This is an optimization exercise on Yosys and OpenROAD, whose aim is small area, a short achievable clock period and few clock cycles per item, not a production implementation. At most, simulation tests tie the RTL to the original design; equivalence was not proved. Function not checked in runs 2 to 6: the RTL went through the layout flow alone. Power and IR drop assume default switching activity.

--- design.v ---
module rle_enc #(parameter SMART = 1) (
    input  wire        clk,
    input  wire        rst,
    input  wire        in_valid,
    output wire        in_ready,
    input  wire [31:0] in_data,    
    input  wire [2:0]  in_bytes,   
    input  wire        in_last,    
    output reg         out_valid,
    input  wire        out_ready,
    output reg  [15:0] out_desc,
    output reg         out_last
);
    reg        rdy;
    reg [31:0] b_data;
    reg [3:0]  v;
    reg [3:0]  sol;
    reg [3:0]  ev;
    reg        b_last;
    reg        run_act;
    reg        run_bit;
    reg [10:0] run_len;
    reg        at_cap;      
    reg [3:0]  cap;         
    assign in_ready = rdy;
    wire in_fire  = in_valid && rdy;
    wire out_free = !out_valid || out_ready;
    function [8:0] inc9;
        input [8:0] x;
        integer k;
        begin
            inc9[0] = ~x[0];
            for (k = 1; k < 9; k = k + 1)
                inc9[k] = x[k] ^ (&(x | ~((9'd1 << k) - 9'd1)));
        end
    endfunction
    function [3:0] first_of;
        input [3:0] m;
        first_of = m & ~{m[2:0], 1'b0} & ~{m[1:0], 2'b0} & ~{m[0], 3'b0};
    endfunction
    wire [31:0] n_data  = in_data;
    wire [2:0]  n_bytes = in_bytes;
    wire        n_last  = in_last;
    wire [3:0]  n_v     = (n_bytes == 3'd1) ? 4'b0001 :
                          (n_bytes == 3'd2) ? 4'b0011 :
                          (n_bytes == 3'd3) ? 4'b0111 : 4'b1111;
    wire [3:0]  n_sol, n_bt, n_ev;
    genvar g;
    generate
        for (g = 0; g < 4; g = g + 1) begin : cls
            wire [7:0] b = n_data[31 - 8 * g -: 8];
            assign n_sol[g] = (b == 8'h00) || (b == 8'hFF);
            assign n_bt[g]  = b[7];
        end
        for (g = 0; g < 3; g = g + 1) begin : brk
            wire same = n_sol[g + 1] && (n_bt[g + 1] == n_bt[g]);
            assign n_ev[g] = !n_sol[g] || (n_v[g + 1] ? !same : n_last);
        end
    endgenerate
    assign n_ev[3] = !n_sol[3] || n_last;
    wire [3:0] bt    = {b_data[7], b_data[15], b_data[23], b_data[31]};
    wire [3:0] first = v & ~{v[2:0], 1'b0};
    wire [3:0] lastv = v & ~{1'b0, v[3:1]};
    wire       busy  = |v;
    wire       p_sol = |(first & sol);
    wire       p_bit = |(first & bt);
    wire [7:0] p_byte = ({8{first[0]}} & b_data[31:24]) | ({8{first[1]}} & b_data[23:16]) |
                        ({8{first[2]}} & b_data[15:8])  | ({8{first[3]}} & b_data[7:0]);
    wire       oc    = v[0] && run_act && (at_cap || !sol[0] || (bt[0] != run_bit));
    wire [3:0] evr   = ev & v;
    wire [3:0] evc   = (ev | cap) & v;
    wire [3:0] f1c   = first_of(evc);
    wire [3:0] f1r   = first_of(evr);
    wire [3:0] le1   = {~|f1c[2:0], ~|f1c[1:0], ~f1c[0], 1'b1};    
    wire [3:0] ev2   = evr & ~le1;
    wire [3:0] f2r   = first_of(ev2);
    wire       has1c = |evc;
    wire       has1r = |evr;
    wire       has2  = |ev2;
    wire [3:0] stop  = oc ? f1r : f2r;
    wire [3:0] ge_st = {|stop, |stop[2:0], |stop[1:0], stop[0]};
    wire       quiet = !oc && !has1c;    
    wire       go    = busy && (quiet || out_free);
    wire [3:0] v_nxt = quiet ? 4'b0000 : (v & ge_st);
    wire [1:0] rl    = run_len[1:0];
    wire [8:0] up    = run_len[10:2];
    wire [8:0] up1   = inc9(up);
    wire [10:0] sum0 = {(rl == 2'd3) ? up1 : up, rl + 2'd1};
    wire [10:0] sum1 = {rl[1]        ? up1 : up, rl + 2'd2};
    wire [10:0] sum2 = {(rl != 2'd0) ? up1 : up, rl + 2'd3};
    wire [10:0] sum3 = {up1, rl};
    wire [3:0] sel   = quiet ? lastv : f1c;
    wire [10:0] sum  = ({11{sel[0]}} & sum0) | ({11{sel[1]}} & sum1) |
                       ({11{sel[2]}} & sum2) | ({11{sel[3]}} & sum3);
    wire [1:0] lo_q  = rl + {lastv[3] | lastv[2], lastv[3] | lastv[1]} + 2'd1;
    wire       cy_q  = lastv[3] || (lastv[2] && rl != 2'd0) || (lastv[1] && rl[1]) ||
                       (lastv[0] && rl == 2'd3);
    wire       near_q = cy_q ? (up == 9'h1FE) : (&up);    
    wire [3:0] afirst = oc ? first : {f1c[2:0], 1'b0};
    wire [3:0] absb  = v & ~ge_st & (oc ? 4'b1111 : ~le1);
    wire [2:0] b_cnt = {lastv[3], lastv[2] | lastv[1], lastv[2] | lastv[0]};    
    wire       has_st = |stop;
    wire [1:0] e_idx = {f1c[3] | f1c[2], f1c[3] | f1c[1]};
    wire [1:0] l_idx = {lastv[3] | lastv[2], lastv[3] | lastv[1]};
    reg  [1:0] l_m_e;    
    always @* begin
        case ({l_idx, e_idx})
            4'b01_00, 4'b10_01, 4'b11_10: l_m_e = 2'd1;
            4'b10_00, 4'b11_01:           l_m_e = 2'd2;
            4'b11_00:                     l_m_e = 2'd3;
            default:                      l_m_e = 2'd0;
        endcase
    end
    wire [10:0] len_a = has_st ? (oc ? 11'd0 : {9'h1FF, ~e_idx}) :
                        (oc ? {8'd0, b_cnt} : {9'd0, l_m_e});
    wire       e_raw = !oc && !p_sol;   
    wire       e_last = b_last && !oc && |(f1c & lastv);
    wire       r_bit = run_act ? run_bit : p_bit;
    wire       ev_last = |(lastv & ev);
    wire       act_n  = busy ? !ev_last : run_act;
    wire       bit_n  = busy ? |(lastv & bt) : run_bit;
    wire       capish = (busy && near_q) || at_cap || (|cap);
    wire       oc_n   = act_n && (!n_sol[0] || (n_bt[0] != bit_n));
    wire [3:0] nevc   = n_ev & n_v;
    wire       n_none = !oc_n && nevc == 4'b0000;
    wire       n_one  = oc_n ? (nevc == 4'b0000) : (first_of(nevc) == nevc);
    wire       emit_now = go && !quiet;
    wire       bud_sure = !emit_now && !(out_valid && !out_ready);
    wire       sure   = !capish && (n_none || (SMART && n_one && bud_sure));
    wire       left   = busy && !(go && v_nxt == 4'b0000);
    always @(posedge clk) begin
        if (rst) begin
            rdy       <= 1'b1;
            v         <= 4'b0000;
            run_act   <= 1'b0;
            run_len   <= 11'd0;
            at_cap    <= 1'b0;
            cap       <= 4'b0000;
            out_valid <= 1'b0;
        end else begin
            if (out_valid && out_ready)
                out_valid <= 1'b0;
            if (go) begin
                v <= v_nxt;
                if (quiet) begin
                    run_act <= 1'b1;
                    run_bit <= r_bit;
                    run_len <= sum;
                    at_cap  <= near_q && lo_q == 2'd3;
                    cap     <= {1'b0, near_q && lo_q == 2'd0, near_q && lo_q == 2'd1,
                                near_q && lo_q == 2'd2};
                end else begin
                    out_valid <= 1'b1;
                    out_last  <= e_last;
                    if (e_raw)
                        out_desc <= {8'h00, p_byte};
                    else
                        out_desc <= {1'b1, r_bit, 3'b000, oc ? run_len : sum};
                    run_act <= |absb;
                    run_bit <= |(afirst & bt);
                    run_len <= len_a;
                    at_cap  <= 1'b0;
                    cap     <= 4'b0000;
                end
            end
            if (in_fire) begin
                b_data  <= n_data;
                v       <= n_v;
                sol     <= n_sol;
                ev      <= n_ev;
                b_last  <= n_last;
            end
            rdy <= in_fire ? sure : !left;
        end
    end
endmodule
module rle_dec (
    input  wire        clk,
    input  wire        rst,
    input  wire        in_valid,
    output wire        in_ready,
    input  wire [15:0] in_desc,
    input  wire        in_last,    
    output reg         out_valid,
    input  wire        out_ready,
    output reg  [31:0] out_data,   
    output reg  [2:0]  out_bytes,  
    output reg         out_last
);
    reg        s_valid;
    reg        s_free;      
    reg        s_rle;
    reg        s_bit;
    reg [10:0] s_len;       
    reg        s_last;
    reg        s_prod;      
    reg        s_short;     
    reg        d_valid;
    reg        d_rle;
    reg        d_bit;
    reg [10:0] d_rem;
    reg        d_last;
    reg        d_short;     
    reg        d_z;         
    reg [1:0]  cnt;
    reg        full;
    function [8:0] dec9;
        input [8:0] x;
        integer k;
        begin
            dec9[0] = ~x[0];
            for (k = 1; k < 9; k = k + 1)
                dec9[k] = x[k] ^ ~(|(x & ((9'd1 << k) - 9'd1)));
        end
    endfunction
    assign in_ready = s_free;
    wire in_fire = in_valid && !s_valid;
    wire stall   = out_valid && !out_ready;
    wire in_prod = !in_desc[15] || (in_desc[10:0] != 11'd0);
    wire       in_short = in_desc[10:3] == 8'd0;
    wire       d_prod = d_valid && (!d_rle || !d_z);
    wire [2:0] r      = d_rem[2:0];
    wire       lt1    = (cnt == 2'd0) && (r == 3'd0);
    wire       lt2    = (cnt == 2'd0) ? (r <= 3'd1) : (cnt == 2'd1) ? (r == 3'd0) : 1'b0;
    wire       lt3    = (cnt == 2'd0) ? (r <= 3'd2) : (cnt == 2'd1) ? (r <= 3'd1) :
                        (cnt == 2'd2) ? (r == 3'd0) : 1'b0;
    wire       le4    = (cnt == 2'd0) ? (r <= 3'd4) : (cnt == 2'd1) ? (r <= 3'd3) :
                        (cnt == 2'd2) ? (r <= 3'd2) : (r <= 3'd1);
    wire       eq4    = (cnt == 2'd0) ? (r == 3'd4) : (cnt == 2'd1) ? (r == 3'd3) :
                        (cnt == 2'd2) ? (r == 3'd2) : (r == 3'd1);
    wire       fits   = d_short && le4;
    wire [3:0] ge_c   = {1'b1, cnt != 2'd3, !cnt[1], cnt == 2'd0};
    wire [3:0] at_c   = {cnt == 2'd3, cnt == 2'd2, cnt == 2'd1, cnt == 2'd0};
    wire [3:0] wr     = (full || !d_valid) ? 4'b0000 :
                        !d_rle ? at_c :
                        fits ? (ge_c & {eq4, !lt3, !lt2, !lt1}) : ge_c;
    wire       n4     = d_valid && !full && (d_rle ? (!fits || eq4) : cnt == 2'd3);
    wire [2:0] n_run  = eq4 ? 3'd4 : (!lt3 && !lt2 && !lt1) ? 3'd3 : (!lt2 && !lt1) ? 3'd2 :
                        !lt1 ? 3'd1 : 3'd0;
    wire [2:0] n      = full ? 3'd4 : !d_valid ? {1'b0, cnt} :
                        !d_rle ? {cnt == 2'd3, cnt == 2'd1 || cnt == 2'd2, !cnt[0]} :
                        fits ? n_run : 3'd4;
    wire       d_done = d_valid && (full ? !d_prod : (!d_rle || fits));
    wire [2:0] lo     = {1'b0, d_rem[1:0]} + {1'b0, cnt};
    wire [8:0] hi_m1  = dec9(d_rem[10:2]);
    wire [10:0] rem_n = {lo[2] ? d_rem[10:2] : hi_m1, lo[1:0]};
    wire [7:0] d_byte = d_rle ? {8{d_bit}} : d_rem[7:0];
    wire       in_prod_q = !in_desc[15] || (in_desc[3:0] != 4'd0);
    wire       next_prod = s_valid ? s_prod : (in_fire && in_prod_q);
    wire       emit_last = d_done && d_last;
    wire       emit_full = full ? d_prod : (n4 && (!d_done || next_prod));
    wire       emit      = emit_last || emit_full;
    wire       d_free    = !d_valid || d_done;
    always @(posedge clk) begin
        if (rst) begin
            s_valid   <= 1'b0;
            s_free    <= 1'b1;
            d_valid   <= 1'b0;
            cnt       <= 2'd0;
            full      <= 1'b0;
            out_valid <= 1'b0;
        end else if (!stall) begin
            out_valid <= emit;
            if (emit) begin
                out_bytes <= n;
                out_last  <= emit_last;
                cnt       <= 2'd0;
                full      <= 1'b0;
            end else begin
                cnt       <= n[1:0];
                full      <= n[2];
            end
            if (wr[0]) out_data[31:24] <= d_byte;
            if (wr[1]) out_data[23:16] <= d_byte;
            if (wr[2]) out_data[15:8]  <= d_byte;
            if (wr[3]) out_data[7:0]   <= d_byte;
            if (d_rle && !full && !fits) begin
                d_rem   <= rem_n;
                d_short <= rem_n[10:3] == 8'd0;
                d_z     <= 1'b0;
            end
            if (d_free) begin
                if (s_valid) begin
                    d_valid <= 1'b1;
                    d_rle   <= s_rle;
                    d_bit   <= s_bit;
                    d_rem   <= s_len;
                    d_short <= s_short;
                    d_z     <= !s_prod;
                    d_last  <= s_last;
                    s_valid <= 1'b0;
                    s_free  <= 1'b1;
                end else begin
                    d_valid <= in_fire;
                    d_rle   <= in_desc[15];
                    d_bit   <= in_desc[14];
                    d_rem   <= in_desc[10:0];
                    d_short <= in_short;
                    d_z     <= in_desc[10:0] == 11'd0;
                    d_last  <= in_last;
                end
            end else if (in_fire) begin
                s_valid <= 1'b1;
                s_free  <= 1'b0;
            end
        end else if (in_fire) begin
            s_valid <= 1'b1;
            s_free  <= 1'b0;
        end
        if (!s_valid) begin
            s_rle  <= in_desc[15];
            s_bit  <= in_desc[14];
            s_len  <= in_desc[10:0];
            s_last <= in_last;
            s_prod <= in_prod;
            s_short <= in_short;
        end
    end
endmodule
module rle_codec (
    input  wire        clk,
    input  wire        rst,
    input  wire        enc_in_valid,
    output wire        enc_in_ready,
    input  wire [31:0] enc_in_data,
    input  wire [2:0]  enc_in_bytes,
    input  wire        enc_in_last,
    output wire        enc_out_valid,
    input  wire        enc_out_ready,
    output wire [15:0] enc_out_desc,
    output wire        enc_out_last,
    input  wire        dec_in_valid,
    output wire        dec_in_ready,
    input  wire [15:0] dec_in_desc,
    input  wire        dec_in_last,
    output wire        dec_out_valid,
    input  wire        dec_out_ready,
    output wire [31:0] dec_out_data,
    output wire [2:0]  dec_out_bytes,
    output wire        dec_out_last
);
    rle_enc u_enc (
        .clk(clk), .rst(rst),
        .in_valid(enc_in_valid), .in_ready(enc_in_ready),
        .in_data(enc_in_data), .in_bytes(enc_in_bytes), .in_last(enc_in_last),
        .out_valid(enc_out_valid), .out_ready(enc_out_ready),
        .out_desc(enc_out_desc), .out_last(enc_out_last)
    );
    rle_dec u_dec (
        .clk(clk), .rst(rst),
        .in_valid(dec_in_valid), .in_ready(dec_in_ready),
        .in_desc(dec_in_desc), .in_last(dec_in_last),
        .out_valid(dec_out_valid), .out_ready(dec_out_ready),
        .out_data(dec_out_data), .out_bytes(dec_out_bytes), .out_last(dec_out_last)
    );
endmodule
--- flow/run.sh ---
#!/bin/bash
set -euo pipefail
export BUFFER_PORTS_ARGS="-buffer_cell sky130_fd_sc_hd__buf_1"
bash standard.sh > standard_make.log 2>&1
--- standard.sh ---
#!/bin/bash
# synth_recipe.tcl (not shown) runs the flow's synth.tcl, then flattens the netlist and writes it again
# the make line also repeats each setting of config.mk as NAME=value (left out here)
make -C /OpenROAD-flow-scripts/flow DESIGN_CONFIG=/design/flow/config.mk WORK_HOME=/design/flow/orfs CLKGATE_MAP_FILE= SYNTH_SCRIPT=/design/flow/synth_recipe.tcl "${@:-finish}"
--- config.mk ---
export PLATFORM = sky130hd
export DESIGN_NAME = rle_codec
export DESIGN_NICKNAME = rle_codec
export VERILOG_FILES = /design/flow/design.v
export SDC_FILE = /design/flow/constraint.sdc
export NUM_CORES = 4
export LEC_CHECK = 0
export CAP_MARGIN = 20
export CORE_MARGIN = 2
export CORE_UTILIZATION = 40
export CTS_BUF_LIST = sky130_fd_sc_hd__clkbuf_4 sky130_fd_sc_hd__clkbuf_8
export SETUP_SLACK_MARGIN = 3.5
export SLEW_MARGIN = 20
--- constraint.sdc ---
create_clock -name core_clock -period 6.0 [get_ports {clk}]
set_input_delay 1.2000 -clock core_clock [delete_from_list [all_inputs] [get_ports {clk}]]
set_output_delay 1.2000 -clock core_clock [all_outputs]
set_load 0.01 [all_outputs]
==> results of run 1 <==
layer usage:
metal / global-route usage / vias up / share of wire
met4: 0.05831 / 0 / 0.017
li1: - / 3066 / -
met2: 0.2970 / 217 / 0.45
met1: 0.2792 / 2991 / 0.47
met5: 0 / - / 0
met3: 0.04073 / 26 / 0.066
kinds of logic (layout without fill, tap and decap cells):
kind of cell    Yosys count  count (layout)  share of synthesized area
fa+ha+maj                17              17                    0.02804
xor+xnor                 13              13                    0.01545
simple gates            252             252                     0.1644
buf+inv                  62             207                    0.03393
compound gates          207             207                     0.1832
mux                      31              31                    0.04556
flops                   153             153                     0.5289
other cells               1               3                  0.0004775
power by group through the flow:
stage / Clock (mW) / Sequential (mW) / Combinational [mW]
after floorplan: 0 / 1.33 / 0.489
after global placement: 0 / 1.35 / 0.663
after detailed placement: 0 / 1.35 / 0.664
after CTS: 0.805 / 1.32 / 0.710
after global routing: 0.848 / 1.34 / 0.852
final: 0.789 / 1.33 / 0.774
worst reg2reg max path, stage by stage, from the launching register on:
cell	delay, ns
edfxtp_1	0.51
xnor2_4	0.21
a21o_4	0.32
a31oi_2	0.23
or3_4	0.17
nand3_1	0.19
o21a_1	0.27
nor4_2	0.23
nor2_1	0.08
through the flow:
step,std cells,hold WS [ns],setup slack (ns)
final,1148,0.4672,3.527
after global routing,1148,0.5032,3.397
after CTS,1128,0.4724,3.466
after detailed placement,1084,0.4469,2.530
after global placement,1084,0.4424,2.527
after floorplan,738,0.4273,3.323
Yosys cell counts, types with 7 or more instances:
master,number,area share
xnor2_1,7,0.0078
nor3_1,18,0.011
a21oi_1,38,0.024
dfxtp_1,44,0.11
clkbuf_1,18,0.0086
edfxtp_1,109,0.42
ha_1,16,0.025
nand3_1,24,0.015
nand2b_1,15,0.012
o21ai_1,8,0.0051
nand4_1,11,0.0088
nor4_1,10,0.0080
o211ai_1,10,0.0096
a211oi_1,7,0.0067
mux2_2,24,0.034
nor2b_1,11,0.0088
a22oi_1,14,0.013
nand2_1,61,0.029
inv_1,27,0.013
a31oi_1,10,0.0080
buf_2,9,0.0057
a221oi_1,8,0.0089
nor2_1,60,0.029
o21ai_0,49,0.031
layout make-up:
cell class,instances,area [um2],share of cell area
sequential,153,4173,0.4413
multi-input combinational,523,3704,0.3917
timing repair buffer,147,744.5,0.07873
tap,265,331.6,0.03507
clock buffer,18,247.7,0.02620
clock inverter,14,150.1,0.01588
inverter,28,105.1,0.01112
final timing paths:
kind | end | slack, ns | depth (start not counted)
worst max register to register | u_enc.out_desc[7]$_DFFE_PP_ | 3.56 | 8
worst min-delay path | u_dec.s_short$_DFF_P_ | 0.47 | 2
worst min register to register | u_dec.s_short$_DFF_P_ | 0.47 | 2
worst max-delay path | u_enc.rdy$_SDFF_PP1_ | 3.53 | 9
state kept, by name, summed over array words and instances, names as in the netlist, 2 cells and up:
| name | flops |
|---|---|
| u_dec.out_data | 32 |
| u_enc.b_data | 32 |
| u_enc.out_desc | 13 |
| u_dec.d_rem | 11 |
| u_dec.s_len | 11 |
| u_enc.run_len | 11 |
| u_enc.ev | 4 |
| u_enc.sol | 4 |
| u_enc.v | 4 |
| u_dec.out_bytes | 3 |
| u_enc.cap | 3 |
| u_dec.cnt | 2 |
timing repair:
| action | CTS | global route |
|---|---|---|
| pin swaps | 8 | 10 |
| buffers inserted | 12 | 19 |
| resized for setup | 23 | 42 |
| endpoints found under the hold margin | 0 | 0 |
| setup endpoints to repair | 79 | 88 |
==> results.sh, run 1 <==
export IMPL_crit_family="simple AND/OR/NAND/NOR gates"
export IMPL_setup_violations=0
export IMPL_via_per_inst=5.488
export IMPL_drv_cap=0
export IMPL_synth_edf_count=109
export IMPL_postLayoutCoreUtil=0.4890
export IMPL_final_layout_size_suffix_gt1_frac=0.2005
export IMPL_rows=51
export IMPL_total_power_mw=2.894
export IMPL_p_int_mw=1.879
export IMPL_ctsHoldBuffers=0
export IMPL_cts_max_path_buffers=2
export IMPL_critPathArrivalTime_ns=2.88
export IMPL_grt_usage=0.1947
export IMPL_syn_inst=736
export IMPL_grt_pass1_wl_mm=31.35
export IMPL_area_growth_pct=20.39
export IMPL_cts_root_buffer="clkbuf_8"
export IMPL_critical_path_max_stage_delay_ns=0.57
export IMPL_nets=946
export IMPL_wl_per_cell_um=17.53
export IMPL_p_seq_frac=0.460
export IMPL_ys_types=89
export IMPL_finalHoldViolations=0
export IMPL_die_h_um=144.1
export IMPL_crit_type="in2reg"
export IMPL_crit_start="enc_in_data[9]"
export IMPL_tns_ns=0
export IMPL_outcome="complete, no violations"
export IMPL_worst_setup_path_end_kind="flop"
export IMPL_synth_seq_area_share=0.5289
export IMPL_tightest_slew_ns=0.9334
export IMPL_gp_congestion=0.8661
export IMPL_critical_path_peak_fanout=3
export IMPL_async_flop_share=0
export IMPL_cts_max_level=4
export IMPL_clock_latency_ns=0.48
export IMPL_fillers=1801
export IMPL_postLayoutCellArea_um2=9455
export IMPL_switching_share=0.3508
export IMPL_hp_start="u_dec.s_short$_DFF_P_"
export IMPL_ir_drop_mv=0.1772
export IMPL_layout_commonest_cell="edfxtp_1"
export IMPL_die_area_um2=20770
export IMPL_dpl_cell_area_um2=8549
export IMPL_critPathBufInv=1
export IMPL_num_io_pins=116
export IMPL_firstDrtPassIters=4
export IMPL_drc=0
export IMPL_worstSetupStartpointType="primary input"
export IMPL_worstPathRequired_ns=6.41
export IMPL_antenna_found_initial=0
export IMPL_r2r_start="u_enc.b_data[31]$_DFFE_PP_"
export IMPL_start_util=0.4062
export IMPL_cts_reportedPaths_clkPinSlew_ns=0.10
export IMPL_grt_pass1_vias=5804
export IMPL_cts_sinks=153
export IMPL_hpwlAfterDp_mm=14.22
export IMPL_slew_headroom=0.3769
export IMPL_finalCriticalPeriod_ns=2.473
export IMPL_path_cells="buf_1 > or4_4 > nor2_4 > o211ai_1 > a21bo_4 > a21bo_1 > a211oi_2 > o21ai_1 > nand4_1"
export IMPL_combPwrFrac=0.268
export IMPL_drtIter0Drc=484
export IMPL_grt_max_degree=42
export IMPL_final_min_period_over_clock_period=0.4121
export IMPL_synth_seq_cells=153
export IMPL_switchingPower_mw=1.015
export IMPL_drv_slew=0
export IMPL_hold_class="reg2reg"
export IMPL_wirelength_mm=20.12
export IMPL_cts_tree="yes"
export IMPL_power_leakage_nw=3.230
export IMPL_fin_skew_ns=0.01469
export IMPL_rsz0062_at_grt="yes"
export IMPL_yosysWarnings=2
export IMPL_most_common_layout_cells="edfxtp_1 (109), buf_1 (108), nand2_1 (56)"
export IMPL_coreArea_um2=19330
export IMPL_synth_top_flop_cell="edfxtp_1"
export IMPL_slowest_stage="or4_4"
export IMPL_p_per_area_nw_per_um2=306.0
export IMPL_io_buffers=109
export IMPL_die_x_um=144.1
export IMPL_cts_buffers=17
export IMPL_max_freq_mhz=404.4
export IMPL_vias=6300
export IMPL_syn_area_um2=7854
export IMPL_antenna_cells=0
export IMPL_gr_total_overflow=0
export IMPL_syn_area_per_cell_um2=10.67
export IMPL_ant_nets=0
export IMPL_clkPwrFrac=0.273
Testbench counts, summed over its fixed seeds: cycles 28,756, bytes 104,336.
==> run 2, diff against run 1 <==
--- a/design.v
+++ b/design.v
@@ -144,35 +144,43 @@
                 v <= v_nxt;
                 if (quiet) begin
                     run_act <= 1'b1;
-                    run_bit <= r_bit;
                     run_len <= sum;
                     at_cap  <= near_q && lo_q == 2'd3;
                     cap     <= {1'b0, near_q && lo_q == 2'd0, near_q && lo_q == 2'd1,
                                 near_q && lo_q == 2'd2};
                 end else begin
                     out_valid <= 1'b1;
-                    out_last  <= e_last;
-                    if (e_raw)
-                        out_desc <= {8'h00, p_byte};
-                    else
-                        out_desc <= {1'b1, r_bit, 3'b000, oc ? run_len : sum};
                     run_act <= |absb;
-                    run_bit <= |(afirst & bt);
                     run_len <= len_a;
                     at_cap  <= 1'b0;
                     cap     <= 4'b0000;
                 end
             end
-            if (in_fire) begin
-                b_data  <= n_data;
-                v       <= n_v;
-                sol     <= n_sol;
-                ev      <= n_ev;
-                b_last  <= n_last;
-            end
+            if (in_fire)
+                v <= n_v;
             rdy <= in_fire ? sure : !left;
         end
     end
+    always @(posedge clk) begin
+        if (go) begin
+            if (quiet) begin
+                run_bit <= r_bit;
+            end else begin
+                out_last <= e_last;
+                if (e_raw)
+                    out_desc <= {8'h00, p_byte};
+                else
+                    out_desc <= {1'b1, r_bit, 3'b000, oc ? run_len : sum};
+                run_bit <= |(afirst & bt);
+            end
+        end
+        if (in_fire) begin
+            b_data <= n_data;
+            sol    <= n_sol;
+            ev     <= n_ev;
+            b_last <= n_last;
+        end
+    end
 endmodule
 module rle_dec (
     input  wire        clk,
@@ -262,13 +270,34 @@
         end else if (!stall) begin
             out_valid <= emit;
             if (emit) begin
+                cnt  <= 2'd0;
+                full <= 1'b0;
+            end else begin
+                cnt  <= n[1:0];
+                full <= n[2];
+            end
+            if (d_free) begin
+                if (s_valid) begin
+                    d_valid <= 1'b1;
+                    s_valid <= 1'b0;
+                    s_free  <= 1'b1;
+                end else begin
+                    d_valid <= in_fire;
+                end
+            end else if (in_fire) begin
+                s_valid <= 1'b1;
+                s_free  <= 1'b0;
+            end
+        end else if (in_fire) begin
+            s_valid <= 1'b1;
+            s_free  <= 1'b0;
+        end
+    end
+    always @(posedge clk) begin
+        if (!stall) begin
+            if (emit) begin
                 out_bytes <= n;
                 out_last  <= emit_last;
-                cnt       <= 2'd0;
-                full      <= 1'b0;
-            end else begin
-                cnt       <= n[1:0];
-                full      <= n[2];
             end
             if (wr[0]) out_data[31:24] <= d_byte;
             if (wr[1]) out_data[23:16] <= d_byte;
@@ -281,17 +310,13 @@
             end
             if (d_free) begin
                 if (s_valid) begin
-                    d_valid <= 1'b1;
                     d_rle   <= s_rle;
                     d_bit   <= s_bit;
                     d_rem   <= s_len;
                     d_short <= s_short;
                     d_z     <= !s_prod;
                     d_last  <= s_last;
-                    s_valid <= 1'b0;
-                    s_free  <= 1'b1;
                 end else begin
-                    d_valid <= in_fire;
                     d_rle   <= in_desc[15];
                     d_bit   <= in_desc[14];
                     d_rem   <= in_desc[10:0];
@@ -299,20 +324,14 @@
                     d_z     <= in_desc[10:0] == 11'd0;
                     d_last  <= in_last;
                 end
-            end else if (in_fire) begin
-                s_valid <= 1'b1;
-                s_free  <= 1'b0;
             end
-        end else if (in_fire) begin
-            s_valid <= 1'b1;
-            s_free  <= 1'b0;
         end
         if (!s_valid) begin
-            s_rle  <= in_desc[15];
-            s_bit  <= in_desc[14];
-            s_len  <= in_desc[10:0];
-            s_last <= in_last;
-            s_prod <= in_prod;
+            s_rle   <= in_desc[15];
+            s_bit   <= in_desc[14];
+            s_len   <= in_desc[10:0];
+            s_last  <= in_last;
+            s_prod  <= in_prod;
             s_short <= in_short;
         end
     end
==> run 2 against run 1 <==
Still clean; critical path depth is 1 lower; setup slack worse by 0.12 ns; sequential power is 14% higher; clock power is 4.3% lower; non-clock buffer count is 2 higher; cell area is 0.67% higher; first-iteration DRC count is 5.8% higher; routed wire length is 2.9% lower; combinational power is 56% higher; via count hardly changed; global-route usage is 0.69 points lower; hold slack better by 0.016 ns; critical path type unchanged; largest power group unchanged.
==> results.sh, run 2 <==
export IMPL_worstPathRequired_ns=6.37
export IMPL_cts_max_path_buffers=2
export IMPL_synthAdderAreaFrac=0.02857
export IMPL_die_h_um=142.8
export IMPL_cts_root_buffer="clkbuf_8"
export IMPL_cts_sinks=153
export IMPL_final_min_period_over_clock_period=0.4321
export IMPL_syn_inst=715
export IMPL_worstSetupStartpointType="primary input"
export IMPL_antenna_found_initial=0
export IMPL_drtIter0Drc=512
export IMPL_antenna_cells=0
export IMPL_die_area_um2=20390
export IMPL_via_per_inst=5.609
export IMPL_setup_violations=0
export IMPL_most_common_layout_cells="edfxtp_1 (109), buf_1 (106), nor2_1 (59)"
export IMPL_cts_buffers=17
export IMPL_coreArea_um2=18830
export IMPL_total_power_mw=3.484
export IMPL_drv_cap=0
export IMPL_finalHoldViolations=0
export IMPL_nets=928
export IMPL_final_layout_size_suffix_gt1_frac=0.2153
export IMPL_ir_drop_mv=0.1914
export IMPL_setup_ws_ns=3.408
export IMPL_synth_common_cells="edfxtp_1 (109), nor2_1 (69), a21oi_1 (44), dfxtp_1 (44), nand2_1 (38)"
export IMPL_synth_top_family_by_area="compound AO/OA/AOI/OAI gates"
export IMPL_critPathArrivalTime_ns=2.97
export IMPL_layout_commonest_cell="edfxtp_1"
export IMPL_p_per_area_nw_per_um2=366.0
export IMPL_gr_total_overflow=0
export IMPL_synth_seq_cells=153
export IMPL_cts_tree="yes"
export IMPL_hold_class="reg2reg"
export IMPL_io_buffers=109
export IMPL_synthMuxAreaShare=0.04692
export IMPL_tightest_slew_ns=1.012
export IMPL_area_growth_pct=23.51
export IMPL_clock_latency_ns=0.46
export IMPL_synth_area_leaders="edfxtp_1 (42%), dfxtp_1 (11%), mux2_2 (3.7%)"
export IMPL_synth_xor_area_share=0.01575
export IMPL_grt_pass1_vias=5736
export IMPL_synth_most_common_cell="edfxtp_1"
export IMPL_start_util=0.4093
export IMPL_multi_input_area_um2=3776
export IMPL_slew_headroom=0.3237
export IMPL_synth_top_area_share=0.4247
export IMPL_hpwlAfterDp_mm=13.41
export IMPL_synth_edf_count=109
export IMPL_die_x_um=142.8
export IMPL_syn_area_um2=7707
export IMPL_vias=6304
export IMPL_wl_per_cell_um=17.37
export IMPL_max_freq_mhz=385.7
export IMPL_seq_area_um2=4170
export IMPL_fin_skew_ns=0.01494
export IMPL_hold_path_depth=1
export IMPL_grt_usage=0.1879
export IMPL_yosysWarnings=2
export IMPL_rsz0062_at_grt="yes"
export IMPL_hold_slack_ns=0.4830
export IMPL_fillers=1732
export IMPL_drv_slew=0
export IMPL_synth_top_cell_by_area="edfxtp_1"
export IMPL_grt_max_degree=43
export IMPL_cts_reportedPaths_clkPinSlew_ns=0.09
export IMPL_finalCriticalPeriod_ns=2.592
export IMPL_wirelength_mm=19.53
export IMPL_tns_ns=0
export IMPL_critical_path_peak_fanout=5
export IMPL_gp_congestion=0.8659
export IMPL_num_io_pins=116
export IMPL_synth_top_flop_cell="edfxtp_1"
export IMPL_worst_setup_path_end_kind="flop"
export IMPL_crit_type="in2reg"
export IMPL_power_leakage_nw=3.239
export IMPL_dpl_worst_slack_ns=2.001
export IMPL_cts_max_level=4
export IMPL_r2r_cells=9
export IMPL_outcome="complete, no violations"
export IMPL_ant_nets=0
export IMPL_rows=50
export IMPL_async_flop_share=0
export IMPL_ys_types=74
export IMPL_top_regs="u_dec.out_data: 32 flops, u_enc.b_data: 32 flops, u_enc.out_desc: 13 flops"
export IMPL_drc=0
export IMPL_synth_seq_area_share=0.5390
export IMPL_grt_pass1_wl_mm=30.18
export IMPL_firstDrtPassIters=6
export IMPL_syn_area_per_cell_um2=10.78
export IMPL_synth_compound_area_frac=0.1878
export IMPL_synth_simple_gate_area_frac=0.1455
-- run 2: cell types whose count changed in the layout (fill, tap and decap cells not counted), moves of 5 or more --
cell      previous run  this run
nor4_1               9         4
o21ai_0             47        29
nor2_1              53        59
dfxtp_2              9         4
a21oi_2              0         6
nand3_1             24        18
nor2b_1              7        12
nand2_1             56        37
a221oi_1             8         2
-- run 2: repair_timing --
item / 4_1_cts / 5_1_grt
buffers inserted: 8 / 26
pin swaps: 16 / 28
resized for setup: 55 / 58
cloned: 1 / 1
hold buffers: 0 / 0
setup endpoints to repair: 73 / 100
-- run 2: area by class of cell --
type                    instances  area share
well taps                     260     0.03417
inverters                      31     0.01275
repair inverters                1   0.0007886
clock buffers                  17     0.02458
flip-flops and latches        153      0.4381
multi-input cells             499      0.3967
repair buffers                149     0.07834
clock inverters                14     0.01459
-- run 2: worst paths after layout --
kind / to / slack [ns] / from
max reg2reg: u_enc.rdy$_SDFF_PP1_ / 3.46 / u_enc.run_len[1]$_SDFFE_PP0P_
min: u_dec.s_len[10]$_DFF_P_ / 0.48 / u_dec.s_len[10]$_DFF_P_
max: u_enc.rdy$_SDFF_PP1_ / 3.41 / enc_in_data[15]
min reg2reg: u_dec.s_len[10]$_DFF_P_ / 0.48 / u_dec.s_len[10]$_DFF_P_
-- run 2: layer usage --
| layer | vias to the layer above | global-route usage | routed length, um |
|---|---|---|---|
| li1 | 3000 | - | - |
| met4 | 0 | 0.06045 | 367 |
| met1 | 3044 | 0.2733 | 9108 |
| met5 | - | 0 | 0 |
| met2 | 226 | 0.2804 | 8806 |
| met3 | 34 | 0.03924 | 1244 |
-- run 2: critical path: stages --
cell	delay [ns]
buf_8	0.11
or4_4	0.54
nor2_4	0.18
nor2_2	0.08
nor3_2	0.22
nor3_1	0.09
o32a_1	0.33
o311ai_2	0.22
-- run 2: logic make-up after synthesis --
logic type | Yosys count
compound gates | 207
simple gates | 225
mux | 33
xor+xnor | 13
fa+ha+maj | 17
flops | 153
buf+inv | 66
other cells | 1
-- run 2: where the power goes --
group	switching, mW	total [mW]	internal, mW
logic	0.720	1.21	0.495
clock network	0.420	0.755	0.335
registers	0.142	1.51	1.37
total	1.28	3.48	2.20
-- run 2: through the flow --
step / cells / utilization / instance area, um2
after floorplan: 717 / - / 7780
after global placement: 1057 / 0.4460 / 8398
after detailed placement: 1057 / 0.4460 / 8398
after CTS: 1097 / 0.4805 / 9049
after global routing: 1124 / 0.5055 / 9519
final: 1124 / 0.5055 / 9519
==> run 3, diff against run 2 <==
--- a/config.mk
+++ b/config.mk
@@ -9,5 +9,5 @@
 export CORE_MARGIN = 2
 export CORE_UTILIZATION = 40
 export CTS_BUF_LIST = sky130_fd_sc_hd__clkbuf_4 sky130_fd_sc_hd__clkbuf_8
-export SETUP_SLACK_MARGIN = 3.5
+export SETUP_SLACK_MARGIN = 3.7
 export SLEW_MARGIN = 20
==> run 3 against run 2 <==
Critical path depth grew 1; maximum frequency is 1.4% higher; register-to-register slack barely moved; non-clock buffer count grew 29; utilization up 2.8 points; global-route usage up 0.63 points; setup slack gained 0.036 ns; count of clock-buffer cells in the layout is 1 higher; sequential power is essentially flat; clock power up 2%; synthesized area is the same; critical endpoint unchanged.
==> results.sh, run 3 <==
export IMPL_synth_top_area_share=0.4247
export IMPL_clock_latency_ns=0.46
export IMPL_finalHoldViolations=0
export IMPL_antenna_found_initial=0
export IMPL_r2r_start="u_enc.v[2]$_SDFFE_PP0P_"
export IMPL_yosysWarnings=2
export IMPL_hold_class="reg2reg"
export IMPL_most_common_layout_cells="edfxtp_1 (109), buf_1 (104), nor2_1 (57)"
export IMPL_synth_edf_count=109
export IMPL_wl_per_cell_um=18.04
export IMPL_slowest_stage="or4_4"
export IMPL_final_min_period_over_clock_period=0.4260
export IMPL_critPathArrivalTime_ns=2.92
export IMPL_outcome="complete, no violations"
export IMPL_p_per_area_nw_per_um2=366.9
export IMPL_hpwlAfterDp_mm=13.36
export IMPL_cts_max_path_buffers=2
export IMPL_wirelength_mm=20.84
export IMPL_coreArea_um2=18830
export IMPL_cts_buffers=17
export IMPL_drv_slew=0
export IMPL_die_area_um2=20390
export IMPL_crit_top_cell="nor2_4"
export IMPL_ys_types=74
export IMPL_cts_tree="yes"
export IMPL_async_flop_share=0
export IMPL_layout_commonest_cell="edfxtp_1"
export IMPL_num_io_pins=116
export IMPL_fin_skew_ns=0.01310
export IMPL_max_freq_mhz=391.2
export IMPL_area_growth_pct=30.37
export IMPL_syn_area_um2=7707
export IMPL_setup_ws_ns=3.444
export IMPL_gr_total_overflow=0
export IMPL_drc=0
export IMPL_crit_type="in2reg"
export IMPL_vias=6543
export IMPL_cts_reportedPaths_clkPinSlew_ns=0.09
export IMPL_grt_pass1_vias=5775
export IMPL_dpl_worst_slack_ns=1.872
export IMPL_ant_nets=0
export IMPL_grt_pass1_wl_mm=30.77
export IMPL_cts_sinks=153
export IMPL_nets=959
export IMPL_setup_violations=0
export IMPL_drv_cap=0
export IMPL_slew_headroom=0.4629
export IMPL_tns_ns=0
export IMPL_critical_path_peak_fanout=5
export IMPL_power_leakage_nw=3.451
export IMPL_synth_top_cell_by_area="edfxtp_1"
export IMPL_path_cells="buf_6 > or4_4 > nor2_4 > nor2_4 > nor3_4 > buf_4 > a2111oi_1 > o32a_1 > o311ai_1"
export IMPL_worstPathRequired_ns=6.37
export IMPL_via_per_inst=5.665
export IMPL_io_buffers=109
export IMPL_grt_max_degree=43
export IMPL_grt_usage=0.1941
export IMPL_firstDrtPassIters=6
export IMPL_critical_path_max_stage_delay_ns=0.54
export IMPL_worst_setup_path_end_kind="flop"
export IMPL_rsz0062_at_grt="yes"
export IMPL_antenna_cells=0
export IMPL_ir_drop_mv=0.1753
export IMPL_final_layout_size_suffix_gt1_frac=0.2715
export IMPL_synth_top_flop_cell="edfxtp_1"
export IMPL_start_util=0.4093
export IMPL_syn_area_per_cell_um2=10.78
export IMPL_die_h_um=142.8
export IMPL_cts_max_level=4
export IMPL_synth_common_cells="edfxtp_1 (109), nor2_1 (69), a21oi_1 (44), dfxtp_1 (44), nand2_1 (38)"
export IMPL_rows=50
export IMPL_synth_area_leaders="edfxtp_1 (42%), dfxtp_1 (11%), mux2_2 (3.7%)"
export IMPL_top_regs="u_dec.out_data: 32 flops, u_enc.b_data: 32 flops, u_enc.out_desc: 13 flops"
export IMPL_hp_start="u_dec.s_short$_DFF_P_"
export IMPL_syn_inst=715
export IMPL_total_power_mw=3.687
export IMPL_synth_most_common_cell="edfxtp_1"
export IMPL_synth_seq_cells=153
export IMPL_die_x_um=142.8
export IMPL_crit_start="enc_in_data[15]"
export IMPL_fillers=1648
export IMPL_tightest_slew_ns=0.8045
export IMPL_cts_root_buffer="clkbuf_8"
export IMPL_synth_seq_area_share=0.5390
export IMPL_finalCriticalPeriod_ns=2.556
export IMPL_drtIter0Drc=708
export IMPL_worstSetupStartpointType="primary input"
export IMPL_gp_congestion=0.8865
export IMPL_seq_area_um2=4175
export IMPL_multi_input_area_um2=3924
## run 3: worst paths after layout
path / endpoint / slack (ns) / depth (start not counted)
hold reg to reg: u_dec.s_short$_DFF_P_ / 0.47 / 2
setup / recovery: u_enc.rdy$_SDFF_PP1_ / 3.44 / 9
setup reg to reg: u_enc.out_desc[10]$_SDFFCE_PP0P_ / 3.45 / 7
hold / removal: u_dec.s_short$_DFF_P_ / 0.47 / 2
## run 3: metrics by stage
stage                     hold slack, ns  cells    util  cell area [um2]
final                             0.4679   1155  0.5336            10050
after global routing              0.4973   1155  0.5336            10050
after CTS                         0.4715   1125  0.5039             9488
after detailed placement          0.4501   1057  0.4483             8442
after global placement            0.4489   1057  0.4483             8442
after floorplan                   0.4285    717       -             7830
## run 3: power breakdown
group | switching, mW | internal [mW]
Combinational | 0.800 | 0.598
Clock | 0.424 | 0.344
Sequential | 0.151 | 1.37
## run 3: routing by layer
metal  global-route usage  vias up  part of all wire
li1                     -     3066                 -
met1               0.2893     3178              0.46
met2               0.2864      268              0.46
met3              0.03622       31             0.061
met4              0.05993        0             0.014
met5                    0        -                 0
## run 3: layout make-up
class,instances,area share
Inverter,31,0.01357
Sequential cell,153,0.4155
Clock buffer,18,0.02403
Tap cell,260,0.03237
Multi-Input combinational cell,499,0.3905
Timing Repair inverter,3,0.002490
Clock inverter,13,0.01382
Timing Repair Buffer,178,0.1077
## run 3: what timing repair did
| action | in CTS | in global routing |
|---|---|---|
| gates resized for setup | 95 | 69 |
| pin swaps | 30 | 55 |
| gates cloned | 1 | 4 |
| hold buffers | 0 | 0 |
| endpoints found under the setup margin | 87 | 120 |
| setup buffers | 36 | 26 |
## run 3: cells by family after synthesis
logic type | after synthesis | share of synthesized area
xor gates and xnor gates | 13 | 0.01575
DFF | 153 | 0.5390
buffers and inverters | 66 | 0.03604
other | 1 | 0.0004865
AOI/OAI and AO/OA | 207 | 0.1878
and+or+nand+nor | 225 | 0.1455
adders and majority gates | 17 | 0.02857
muxes | 33 | 0.04692
## run 3: critical path, delay by kind of cell
kind / cells / cell delay [ns]
AND/OR/NAND/NOR: 4 / 1.01
AO/OA/AOI/OAI: 3 / 0.47
buffers and inverters: 2 / 0.25
==> run 4, diff against run 3 <==
--- a/design.v
+++ b/design.v
@@ -22,6 +22,7 @@
     reg [10:0] run_len;
     reg        at_cap;      
     reg [3:0]  cap;         
+    reg        oc;          
     assign in_ready = rdy;
     wire in_fire  = in_valid && rdy;
     wire out_free = !out_valid || out_ready;
@@ -49,7 +50,8 @@
     generate
         for (g = 0; g < 4; g = g + 1) begin : cls
             wire [7:0] b = n_data[31 - 8 * g -: 8];
-            assign n_sol[g] = (b == 8'h00) || (b == 8'hFF);
+            wire hz = ~|b[7:4], hf = &b[7:4], lz = ~|b[3:0], lf = &b[3:0];
+            assign n_sol[g] = (hz && lz) || (hf && lf);
             assign n_bt[g]  = b[7];
         end
         for (g = 0; g < 3; g = g + 1) begin : brk
@@ -66,7 +68,6 @@
     wire       p_bit = |(first & bt);
     wire [7:0] p_byte = ({8{first[0]}} & b_data[31:24]) | ({8{first[1]}} & b_data[23:16]) |
                         ({8{first[2]}} & b_data[15:8])  | ({8{first[3]}} & b_data[7:0]);
-    wire       oc    = v[0] && run_act && (at_cap || !sol[0] || (bt[0] != run_bit));
     wire [3:0] evr   = ev & v;
     wire [3:0] evc   = (ev | cap) & v;
     wire [3:0] f1c   = first_of(evc);
@@ -116,11 +117,11 @@
     wire       e_raw = !oc && !p_sol;   
     wire       e_last = b_last && !oc && |(f1c & lastv);
     wire       r_bit = run_act ? run_bit : p_bit;
-    wire       ev_last = |(lastv & ev);
-    wire       act_n  = busy ? !ev_last : run_act;
+    wire       act_n  = busy ? (oc || !(|(evc & lastv))) : run_act;
     wire       bit_n  = busy ? |(lastv & bt) : run_bit;
+    wire       atc_n  = busy ? (quiet && near_q && lo_q == 2'd3) : at_cap;
     wire       capish = (busy && near_q) || at_cap || (|cap);
-    wire       oc_n   = act_n && (!n_sol[0] || (n_bt[0] != bit_n));
+    wire       oc_n   = act_n && (atc_n || !n_sol[0] || (n_bt[0] != bit_n));
     wire [3:0] nevc   = n_ev & n_v;
     wire       n_none = !oc_n && nevc == 4'b0000;
     wire       n_one  = oc_n ? (nevc == 4'b0000) : (first_of(nevc) == nevc);
@@ -131,6 +132,7 @@
     always @(posedge clk) begin
         if (rst) begin
             rdy       <= 1'b1;
+            oc        <= 1'b0;
             v         <= 4'b0000;
             run_act   <= 1'b0;
             run_len   <= 11'd0;
@@ -159,6 +161,7 @@
             if (in_fire)
                 v <= n_v;
             rdy <= in_fire ? sure : !left;
+            oc  <= in_fire ? oc_n : (oc && !go);
         end
     end
     always @(posedge clk) begin
==> run 4 against run 3 <==
Combinational power down 38%; critical path depth up 2; synthesized cell count up 4.1%; critical path type is now reg2reg; critical endpoint unchanged.
==> results.sh, run 4 <==
export IMPL_outcome="complete, no violations"
export IMPL_synth_top_cell_by_area="edfxtp_1"
export IMPL_fin_skew_ns=0.02062
export IMPL_ant_nets=0
export IMPL_critPathArrivalTime_ns=3.01
export IMPL_max_freq_mhz=375.3
export IMPL_io_buffers=109
export IMPL_num_io_pins=116
export IMPL_slew_headroom=0.3339
export IMPL_grt_pass1_vias=5908
export IMPL_tightest_slew_ns=0.9970
export IMPL_grt_usage=0.1998
export IMPL_slowest_stage="or4_4"
export IMPL_use_met2=0.3048
export IMPL_rows=51
export IMPL_firstDrtPassIters=5
export IMPL_antenna_found_initial=0
export IMPL_path_cells="ha_4 > and3_4 > and3_4 > and3_4 > ha_4 > nor2b_4 > mux2i_4 > or4_4 > a221o_1 > a21oi_1 > o211ai_1"
export IMPL_cts_buffers=17
export IMPL_antenna_cells=0
export IMPL_gr_total_overflow=0
export IMPL_coreArea_um2=19270
export IMPL_hpwlAfterDp_mm=13.42
export IMPL_wirelength_mm=20.77
export IMPL_drv_slew=0
export IMPL_nets=957
export IMPL_ctsHoldBuffers=0
export IMPL_grt_pass1_wl_mm=32.03
export IMPL_finalHoldViolations=0
export IMPL_clock_latency_ns=0.46
export IMPL_cts_root_buffer="clkbuf_8"
export IMPL_hold_class="reg2reg"
export IMPL_wl_per_cell_um=17.94
export IMPL_die_area_um2=20590
export IMPL_tns_ns=0
export IMPL_synth_seq_cells=154
export IMPL_drc=0
export IMPL_finalCriticalPeriod_ns=2.665
export IMPL_busiest_layer="met2"
export IMPL_hold_path_depth=1
export IMPL_ir_drop_mv=0.1558
export IMPL_synth_area_leaders="edfxtp_1 (42%), dfxtp_1 (12%), mux2_2 (3.2%)"
export IMPL_most_common_layout_cells="buf_1 (109), edfxtp_1 (109), nor2_1 (58)"
export IMPL_synth_common_cells="edfxtp_1 (109), nor2_1 (64), nand2_1 (55), o21ai_0 (47), dfxtp_1 (45)"
export IMPL_via_per_inst=5.615
export IMPL_worst_setup_path_end_kind="flop"
export IMPL_syn_area_um2=7782
export IMPL_drtIter0Drc=568
export IMPL_critical_path_peak_fanout=3
export IMPL_critical_path_max_stage_delay_ns=0.51
export IMPL_start_util=0.4038
export IMPL_final_layout_size_suffix_gt1_frac=0.2385
export IMPL_final_min_period_over_clock_period=0.4441
export IMPL_synth_top_area_share=0.4206
export IMPL_yosysWarnings=2
export IMPL_cts_tree="yes"
export IMPL_total_power_mw=3.183
export IMPL_setup_ws_ns=3.335
export IMPL_use_met3=0.04465
export IMPL_die_x_um=143.5
export IMPL_cts_max_level=4
export IMPL_synth_seq_area_share=0.5363
export IMPL_synth_edf_count=109
export IMPL_r2r_cells=11
export IMPL_dpl_worst_slack_ns=2.686
export IMPL_gp_congestion=0.8412
export IMPL_worstPathRequired_ns=6.35
export IMPL_p_per_area_nw_per_um2=324.9
export IMPL_top_regs="u_dec.out_data: 32 flops, u_enc.b_data: 32 flops, u_enc.out_desc: 13 flops"
export IMPL_power_leakage_nw=3.419
export IMPL_rsz0062_at_grt="yes"
export IMPL_ys_types=74
export IMPL_vias=6502
export IMPL_async_flop_share=0
export IMPL_crit_type="reg2reg"
export IMPL_crit_top_cell="and3_4"
export IMPL_cts_reportedPaths_clkPinSlew_ns=0.10
export IMPL_synth_most_common_cell="edfxtp_1"
export IMPL_r2r_slack_ns=3.34
export IMPL_syn_area_per_cell_um2=10.46
export IMPL_cts_sinks=154
export IMPL_cts_max_path_buffers=2
export IMPL_setup_violations=0
export IMPL_worstSetupStartpointType="flop"
export IMPL_die_h_um=143.5
export IMPL_syn_inst=744
export IMPL_grt_max_degree=38
export IMPL_hold_slack_ns=0.4795
export IMPL_met1_usage=0.2865
export IMPL_area_growth_pct=25.88
export IMPL_synth_top_flop_cell="edfxtp_1"
export IMPL_drv_cap=0
run 4: logic make-up after synthesis:
family | Yosys count | synth area share
other | 1 | 0.0004819
xor gates and xnor gates | 12 | 0.01350
muxes | 31 | 0.04341
buffers and inverters | 87 | 0.04582
AOI/OAI and AO/OA | 217 | 0.1912
DFF | 154 | 0.5363
adders and majority gates | 17 | 0.02830
and+or+nand+nor | 225 | 0.1410
run 4: layer usage:
metal	vias up	routed length, um
met4	0	273
met3	27	1351
met2	261	9435
met1	3143	9712
li1	3071	-
met5	-	0
run 4: final timing paths:
| path | start | to |
|---|---|---|
| min | u_dec.s_rle$_DFF_P_ | u_dec.s_rle$_DFF_P_ |
| max reg2reg | u_enc.run_len[3]$_SDFFE_PP0P_ | u_enc.rdy$_SDFF_PP1_ |
| min reg2reg | u_dec.s_rle$_DFF_P_ | u_dec.s_rle$_DFF_P_ |
| max | u_enc.run_len[3]$_SDFFE_PP0P_ | u_enc.rdy$_SDFF_PP1_ |
run 4: power by group:
group / switching [mW] / internal [mW] / total (mW) / leakage, nW
clock network: 0.421 / 0.462 / 0.884 / 0.221
registers: 0.109 / 1.32 / 1.43 / 1.42
logic: 0.528 / 0.346 / 0.874 / 1.78
total: 1.06 / 2.13 / 3.18 / 3.42
run 4: cell type report:
type	count	area, um2
clock buffer	17	234.0
clock inverter	14	207.7
fill	1797	9474
inverter	40	163.9
multi-input combinational	506	3802
sequential	154	4208
tap	265	331.6
timing repair buffer	161	842.1
timing repair inverter	1	7.507
run 4: timing repair:
| action | 4_1_cts | 5_1_grt |
|---|---|---|
| setup endpoints to repair | 109 | 95 |
| gates resized for setup | 86 | 37 |
| gates cloned | 2 | 0 |
| pin swaps | 23 | 17 |
| setup buffers | 30 | 18 |
run 4: metrics by stage:
stage / util / std cells / area, um2
6_report: 0.5084 / 1158 / 9797
3_3_place_gp: 0.4391 / 1077 / 8462
3_5_place_dp: 0.4391 / 1077 / 8462
4_1_cts: 0.4922 / 1140 / 9485
2_1_floorplan: - / 746 / 7921
5_1_grt: 0.5084 / 1158 / 9797
run 4: worst max-delay path: cells and delay by family, from the launching register on:
kind	cells	cell delay, ns
DFF	1	0.37
and+or+nand+nor	5	1.22
adders and majority gates	2	0.25
muxes	1	0.09
AOI/OAI and AO/OA	3	0.63
==> run 5, diff against run 4 <==
--- a/config.mk
+++ b/config.mk
@@ -9,5 +9,5 @@
 export CORE_MARGIN = 2
 export CORE_UTILIZATION = 40
 export CTS_BUF_LIST = sky130_fd_sc_hd__clkbuf_4 sky130_fd_sc_hd__clkbuf_8
-export SETUP_SLACK_MARGIN = 3.7
+export SETUP_SLACK_MARGIN = 3.5
 export SLEW_MARGIN = 20
==> run 5 against run 4 <==
Via count shrank 1.9%; clock power shrank 9.3%; setup slack got worse by 0.070 ns; hold slack barely moved; routed wire length down 3.5%.
==> results.sh, run 5 <==
export IMPL_outcome="complete, no violations"
export IMPL_use_met2=0.2912
export IMPL_busiest_layer="met2"
export IMPL_worst_setup_path_end_kind="flop"
export IMPL_synth_area_leaders="edfxtp_1 (42%), dfxtp_1 (12%), mux2_2 (3.2%)"
export IMPL_critPathArrivalTime_ns=3.07
export IMPL_synth_top_area_share=0.4206
export IMPL_coreArea_um2=19270
export IMPL_cts_max_level=4
export IMPL_cts_buffers=17
export IMPL_synth_edf_count=109
export IMPL_r2r_cells=11
export IMPL_synth_seq_cells=154
export IMPL_yosysWarnings=2
export IMPL_io_buffers=109
export IMPL_antenna_cells=0
export IMPL_drv_slew=0
export IMPL_cts_tree="yes"
export IMPL_die_h_um=143.5
export IMPL_final_min_period_over_clock_period=0.4558
export IMPL_ant_nets=0
export IMPL_min_to="u_dec.s_short$_DFF_P_"
export IMPL_gp_congestion=0.8492
export IMPL_ys_types=74
export IMPL_met1_usage=0.2758
export IMPL_synth_top_flop_cell="edfxtp_1"
export IMPL_gr_total_overflow=0
export IMPL_use_met3=0.03499
export IMPL_worstSetupStartpointType="flop"
export IMPL_grt_max_degree=38
export IMPL_grt_usage=0.1907
export IMPL_hold_slack_ns=0.4797
export IMPL_cts_root_buffer="clkbuf_8"
export IMPL_num_io_pins=116
export IMPL_via_per_inst=5.590
export IMPL_postLayoutCoreUtil=0.4893
export IMPL_hold_path_depth=2
export IMPL_clock_latency_ns=0.46
export IMPL_power_leakage_nw=3.269
export IMPL_tns_ns=0
export IMPL_grt_pass1_wl_mm=30.68
export IMPL_p_per_area_nw_per_um2=322.0
export IMPL_setup_violations=0
export IMPL_firstDrtPassIters=5
export IMPL_antenna_found_initial=0
export IMPL_cts_sinks=154
export IMPL_start_util=0.4038
export IMPL_tightest_slew_ns=0.8499
export IMPL_hp_start="u_dec.s_short$_DFF_P_"
export IMPL_grt_pass1_vias=5820
export IMPL_finalHoldViolations=0
export IMPL_final_layout_size_suffix_gt1_frac=0.1941
export IMPL_wirelength_mm=20.05
export IMPL_syn_area_um2=7782
export IMPL_top_regs="u_dec.out_data: 32 flops, u_enc.b_data: 32 flops, u_enc.out_desc: 13 flops"
export IMPL_nets=940
export IMPL_finalCriticalPeriod_ns=2.735
export IMPL_instances_no_fill=1141
export IMPL_r2r_end="u_enc.rdy$_SDFF_PP1_"
export IMPL_synth_top_cell_by_area="edfxtp_1"
export IMPL_async_flop_share=0
export IMPL_drv_cap=0
export IMPL_wl_per_cell_um=17.57
export IMPL_placed_cells=1079
export IMPL_synth_most_common_cell="edfxtp_1"
export IMPL_r2r_start="u_enc.run_len[3]$_SDFFE_PP0P_"
export IMPL_area_growth_pct=21.16
export IMPL_slew_headroom=0.4326
export IMPL_worstPathRequired_ns=6.34
export IMPL_synth_seq_area_share=0.5363
export IMPL_r2r_slack_ns=3.27
export IMPL_critical_path_peak_fanout=3
export IMPL_syn_inst=744
export IMPL_die_area_um2=20590
export IMPL_hold_class="reg2reg"
export IMPL_rows=51
export IMPL_die_x_um=143.5
export IMPL_fin_skew_ns=0.01169
export IMPL_cts_max_path_buffers=2
export IMPL_cts_reportedPaths_clkPinSlew_ns=0.09
export IMPL_drc=0
export IMPL_drtIter0Drc=511
export IMPL_ir_drop_mv=0.1574
export IMPL_synth_common_cells="edfxtp_1 (109), nor2_1 (64), nand2_1 (55), o21ai_0 (47), dfxtp_1 (45)"
export IMPL_hpwlAfterDp_mm=13.29
export IMPL_most_common_layout_cells="buf_1 (109), edfxtp_1 (109), nor2_1 (60)"
export IMPL_vias=6378
export IMPL_crit_type="reg2reg"
export IMPL_max_freq_mhz=365.7
export IMPL_syn_area_per_cell_um2=10.46
export IMPL_rsz0062_at_grt="yes"
[run 5: worst max-delay path: stages, from the launching register on]
cell       delay (ns)
dfxtp_2          0.36
ha_4             0.13
and3_4           0.19
and3_4           0.18
and3_4           0.19
ha_4             0.12
nor2b_4          0.15
mux2i_4          0.10
or4_4            0.51
a221o_1          0.41
o2111ai_1        0.12
o211ai_1         0.13
[run 5: layout make-up]
type / count / area, um2
Clock buffer: 17 / 234.0
Timing Repair inverter: 2 / 12.51
Inverter: 40 / 156.4
Timing Repair Buffer: 143 / 698.2
Fill cell: 1812 / 9842
Tap cell: 265 / 331.6
Multi-Input combinational cell: 506 / 3631
Clock inverter: 14 / 162.7
Sequential cell: 154 / 4203
[run 5: worst max path at each step]
stage,start,to,depth (start not counted)
finish,u_enc.run_len[3]$_SDFFE_PP0P_,u_enc.rdy$_SDFF_PP1_,11
global route,u_enc.run_len[3]$_SDFFE_PP0P_,u_enc.rdy$_SDFF_PP1_,11
CTS,u_enc.run_len[3]$_SDFFE_PP0P_,u_enc.rdy$_SDFF_PP1_,11
detailed placement,u_enc.v[2]$_SDFFE_PP0P_,u_enc.out_desc[5]$_DFFE_PP_,7
global placement,u_enc.v[2]$_SDFFE_PP0P_,u_enc.out_desc[5]$_DFFE_PP_,7
floorplan,u_enc.run_len[2]$_SDFFE_PP0P_,u_enc.rdy$_SDFF_PP1_,11
[run 5: power breakdown]
group / internal, mW / leakage, nW / switching (mW) / total [mW]
clock network: 0.378 / 0.193 / 0.424 / 0.802
logic: 0.311 / 1.65 / 0.498 / 0.809
registers: 1.32 / 1.42 / 0.109 / 1.43
[run 5: logic make-up after synthesis]
group,after synthesis,share of synthesized area
simple gates,225,0.1410
flops,154,0.5363
compound gates,217,0.1912
fa+ha+maj,17,0.02830
buf+inv,87,0.04582
mux,31,0.04341
xor+xnor,12,0.01350
other cells,1,0.0004819
[run 5: layer usage]
layer	routed length [um]	share of wire	vias up
met1	9262	0.46	3053
met2	9198	0.46	253
li1	-	-	3043
met5	0	0	-
met3	1296	0.065	29
met4	292	0.015	0
[run 5: per-stage QoR]
step	total power, mW	worst slack [ns]	area, um2
global placement	2.121	2.662	8399
CTS	2.980	3.223	9156
floorplan	1.915	3.441	7831
finish	3.036	3.265	9429
global route	3.197	3.190	9429
detailed placement	2.126	2.671	8399
[run 5: what timing repair did]
item,4_1_cts,5_1_grt
setup endpoints to repair,135,56
gates cloned,1,2
pin swaps,10,15
resized for setup,58,41
hold endpoints to repair,0,0
setup buffers,17,11
hold buffers,0,0
==> run 6, diff against run 5 <==
--- a/design.v
+++ b/design.v
@@ -119,8 +119,10 @@
     wire       r_bit = run_act ? run_bit : p_bit;
     wire       act_n  = busy ? (oc || !(|(evc & lastv))) : run_act;
     wire       bit_n  = busy ? |(lastv & bt) : run_bit;
-    wire       atc_n  = busy ? (quiet && near_q && lo_q == 2'd3) : at_cap;
-    wire       capish = (busy && near_q) || at_cap || (|cap);
+    wire [3:0] hit47  = {run_len == 11'd2043, run_len == 11'd2044, run_len == 11'd2045,
+                         run_len == 11'd2046};
+    wire       atc_n  = busy ? (quiet && |(lastv & hit47)) : at_cap;
+    wire       capish = (busy && &run_len[10:5]) || at_cap || (|cap);    
     wire       oc_n   = act_n && (atc_n || !n_sol[0] || (n_bt[0] != bit_n));
     wire [3:0] nevc   = n_ev & n_v;
     wire       n_none = !oc_n && nevc == 4'b0000;
--- a/config.mk
+++ b/config.mk
@@ -9,5 +9,5 @@
 export CORE_MARGIN = 2
 export CORE_UTILIZATION = 40
 export CTS_BUF_LIST = sky130_fd_sc_hd__clkbuf_4 sky130_fd_sc_hd__clkbuf_8
-export SETUP_SLACK_MARGIN = 3.5
+export SETUP_SLACK_MARGIN = 3.7
 export SLEW_MARGIN = 20
==> run 6 against run 5 <==
Via count up 0.85%; total power up 4.7%; global-route usage down 0.42 points; setup slack better by 0.42 ns; cell count up 1.3%; synthesized cell count down 2.4%; die area up 0.41%; flip-flop and latch count unchanged; critical path type is now in2reg; largest cell class unchanged; critical endpoint is now u_dec.out_data[22]$_DFFE_PP_; non-clock buffer count up 27; routed wire length up 0.27%; clock skew up 0.010 ns.
==> results.sh, run 6 <==
export IMPL_outcome="complete, no violations"
export IMPL_final_min_period_over_clock_period=0.3862
export IMPL_drv_slew=0
export IMPL_syn_area_per_cell_um2=10.76
export IMPL_syn_area_um2=7815
export IMPL_rows=51
export IMPL_hold_class="reg2reg"
export IMPL_met1_length_mm=9.038
export IMPL_max_freq_mhz=431.6
export IMPL_gp_congestion=0.8722
export IMPL_synth_common_cells="edfxtp_1 (109), nor2_1 (63), nand2_1 (51), dfxtp_1 (45), a21oi_1 (39)"
export IMPL_clock_latency_ns=0.47
export IMPL_cts_reportedPaths_clkPinSlew_ns=0.10
export IMPL_p_per_area_nw_per_um2=318.9
export IMPL_path_cells="buf_1 > nand2b_1 > nand3_1 > nor2_2"
export IMPL_synth_top_flop_cell="edfxtp_1"
export IMPL_postLayoutCellArea_um2=9968
export IMPL_critPathArrivalTime_ns=2.43
export IMPL_fillers=1769
export IMPL_io_buffers=109
export IMPL_seq_area_um2=4198
export IMPL_cts_tree="yes"
export IMPL_wirelength_mm=20.10
export IMPL_num_io_pins=116
export IMPL_layout_commonest_cell="edfxtp_1"
export IMPL_cts_max_path_buffers=2
export IMPL_slew_headroom=0.4445
export IMPL_synth_seq_area_share=0.5341
export IMPL_final_layout_size_suffix_gt1_frac=0.2705
export IMPL_top_layer_used="met4"
export IMPL_drtIter0Drc=742
export IMPL_grt_pass1_vias=5800
export IMPL_most_common_layout_cells="edfxtp_1 (109), buf_1 (92), nor2_1 (57)"
export IMPL_multi_input_area_um2=3890
export IMPL_cts_root_buffer="clkbuf_8"
export IMPL_critical_path_max_stage_delay_ns=0.49
export IMPL_ir_drop_mv=0.1374
export IMPL_worstSetupStartpointType="primary input"
export IMPL_routed_wl_met3_mm=1.241
export IMPL_fin_skew_ns=0.02217
export IMPL_dr_wl_met2_mm=9.491
export IMPL_finalHoldViolations=0
export IMPL_synth_compound_area_frac=0.1846
export IMPL_synth_top_family_by_area="compound AO/OA/AOI/OAI gates"
export IMPL_worstPathRequired_ns=6.11
export IMPL_die_area_um2=20670
export IMPL_critical_path_peak_fanout=8
export IMPL_cts_max_level=4
export IMPL_synth_xor_area_share=0.01457
export IMPL_crit_type="in2reg"
export IMPL_synth_top_cell_by_area="edfxtp_1"
export IMPL_cts_sinks=154
export IMPL_via_per_inst=5.564
export IMPL_die_x_um=143.8
export IMPL_nets=956
export IMPL_synthAdderAreaFrac=0.03138
export IMPL_synth_edf_count=109
export IMPL_dpl_cell_area_um2=8464
export IMPL_synth_seq_cells=154
export IMPL_start_util=0.4042
export IMPL_antenna_cells=0
export IMPL_rsz0062_at_grt="yes"
export IMPL_vias=6432
export IMPL_synth_area_leaders="edfxtp_1 (42%), dfxtp_1 (12%), mux2_2 (3.3%)"
export IMPL_grt_max_degree=23
export IMPL_tns_ns=0
export IMPL_ant_nets=0
export IMPL_slowest_stage="nor2_2"
export IMPL_setup_violations=0
export IMPL_yosysWarnings=2
export IMPL_tightest_slew_ns=0.8321
export IMPL_antenna_found_initial=0
export IMPL_grt_pass1_wl_mm=30.15
export IMPL_cts_buffers=17
export IMPL_drv_cap=0
export IMPL_hpwlAfterDp_mm=13.18
export IMPL_firstDrtPassIters=5
export IMPL_synth_simple_gate_area_frac=0.1428
export IMPL_gr_total_overflow=0
export IMPL_ctsHoldBuffers=0
export IMPL_area_growth_pct=27.55
export IMPL_drc=0
export IMPL_finalCriticalPeriod_ns=2.317
export IMPL_synth_top_area_share=0.4188
export IMPL_power_leakage_nw=3.533
export IMPL_wl_per_cell_um=17.39
export IMPL_synth_most_common_cell="edfxtp_1"
export IMPL_ys_types=82
export IMPL_die_h_um=143.8
export IMPL_async_flop_share=0
export IMPL_top_regs="u_dec.out_data: 32 flops, u_enc.b_data: 32 flops, u_enc.out_desc: 13 flops"
export IMPL_worst_setup_path_end_kind="flop"
export IMPL_syn_inst=726
export IMPL_coreArea_um2=19330
export IMPL_synthMuxAreaShare=0.04915
export IMPL_grt_usage=0.1865
run 6: cell count changes in the layout (fill, tap and decap cells not counted), sizes merged, moves of 5 or more:
cell / change
inv: -8
a32oi: +6
o211ai: -5
a21oi: -5
buf: +23
nand3: +9
o21a: -5
o21ai: -7
run 6: repair_timing:
item / 4_1_cts / 5_1_grt
pin swaps: 22 / 19
endpoints found under the hold margin: 0 / 0
buffers inserted: 22 / 35
gates resized for setup: 82 / 55
setup endpoints to repair: 101 / 81
gates cloned: 4 / 1
run 6: final timing paths:
kind / cells after the start / slack (ns) / endpoint / start
hold reg to reg: 2 / 0.47 / u_dec.s_short$_DFF_P_ / u_dec.s_short$_DFF_P_
setup / recovery: 4 / 3.68 / u_dec.out_data[22]$_DFFE_PP_ / dec_out_ready
hold / removal: 2 / 0.47 / u_dec.s_short$_DFF_P_ / u_dec.s_short$_DFF_P_
setup reg to reg: 7 / 3.71 / u_enc.out_desc[5]$_DFFE_PP_ / u_enc.ev[2]$_DFFE_PP_
run 6: cells by family after synthesis:
logic type                 Yosys count
and+or+nand+nor                    228
other                                1
DFF                                154
adders and majority gates           19
buffers and inverters               72
muxes                               34
AOI/OAI and AO/OA                  205
xor gates and xnor gates            13
run 6: layout make-up:
type                            count  area share
Inverter                           29     0.01218
Clock inverter                     15     0.02021
Timing Repair inverter              2    0.001255
Timing Repair Buffer              170     0.09828
Tap cell                          265     0.03326
Multi-Input combinational cell    504      0.3902
Sequential cell                   154      0.4211
Clock buffer                       17     0.02347
run 6: metrics by stage:
step	power, mW	hold WS, ns	std cells	util	setup slack [ns]
after floorplan	1.933	0.4273	728	-	3.385
after global placement	2.123	0.4422	1062	0.4378	2.337
after detailed placement	2.129	0.4467	1062	0.4378	2.373
after CTS	3.065	0.4715	1120	0.4866	3.695
after global routing	3.328	0.4988	1156	0.5156	3.586
final	3.179	0.4743	1156	0.5156	3.683
run 6: layer usage:
layer | up-vias | GRT usage
met5 | - | 0
met4 | 0 | 0.05728
met3 | 27 | 0.04798
met2 | 222 | 0.2937
met1 | 3120 | 0.2531
li1 | 3063 | -
run 6: worst max-delay path, delay by kind of cell:
kind | cells | cell delay, ns
AND/OR/NAND/NOR | 3 | 1.11
buffers and inverters | 1 | 0.11
run 6: report_power, final:
group / total [mW] / internal (mW) / switching (mW)
Clock: 0.850 / 0.397 / 0.452
Combinational: 0.923 / 0.387 / 0.536
Sequential: 1.41 / 1.31 / 0.0974
Total: 3.18 / 2.09 / 1.09

[re-timing with driven ports]
The flow's constraints put no driver on any port. The routed layouts listed below were extracted and timed again, unchanged, in two steps. Step 1, drivers: a clkbuf_16 drives clk and a buf_2 each remaining input, both assumed. Step 2 also shifts input and output timing later by t, the mid clock arrival at the registers, as if the neighbouring blocks saw the same clock. a / b / c = ideal ports / drivers / drivers and shift; a / b = the first two.
run | shift t [ns] | slack for setup (ns)
run 1 | 0.505 | 3.527 / 3.545 / 3.040
run 2 | 0.494 | 3.408 / 3.413 / 2.918
run 3 | 0.495 | 3.444 / 3.451 / 2.957
run 4 | 0.488 | 3.335 / 3.335 / 3.008
run 5 | 0.494 | 3.265 / 3.265 / 3.002
run 6 | 0.499 | 3.683 / 3.705 / 3.205
After both steps setup and hold are still met in every run listed.
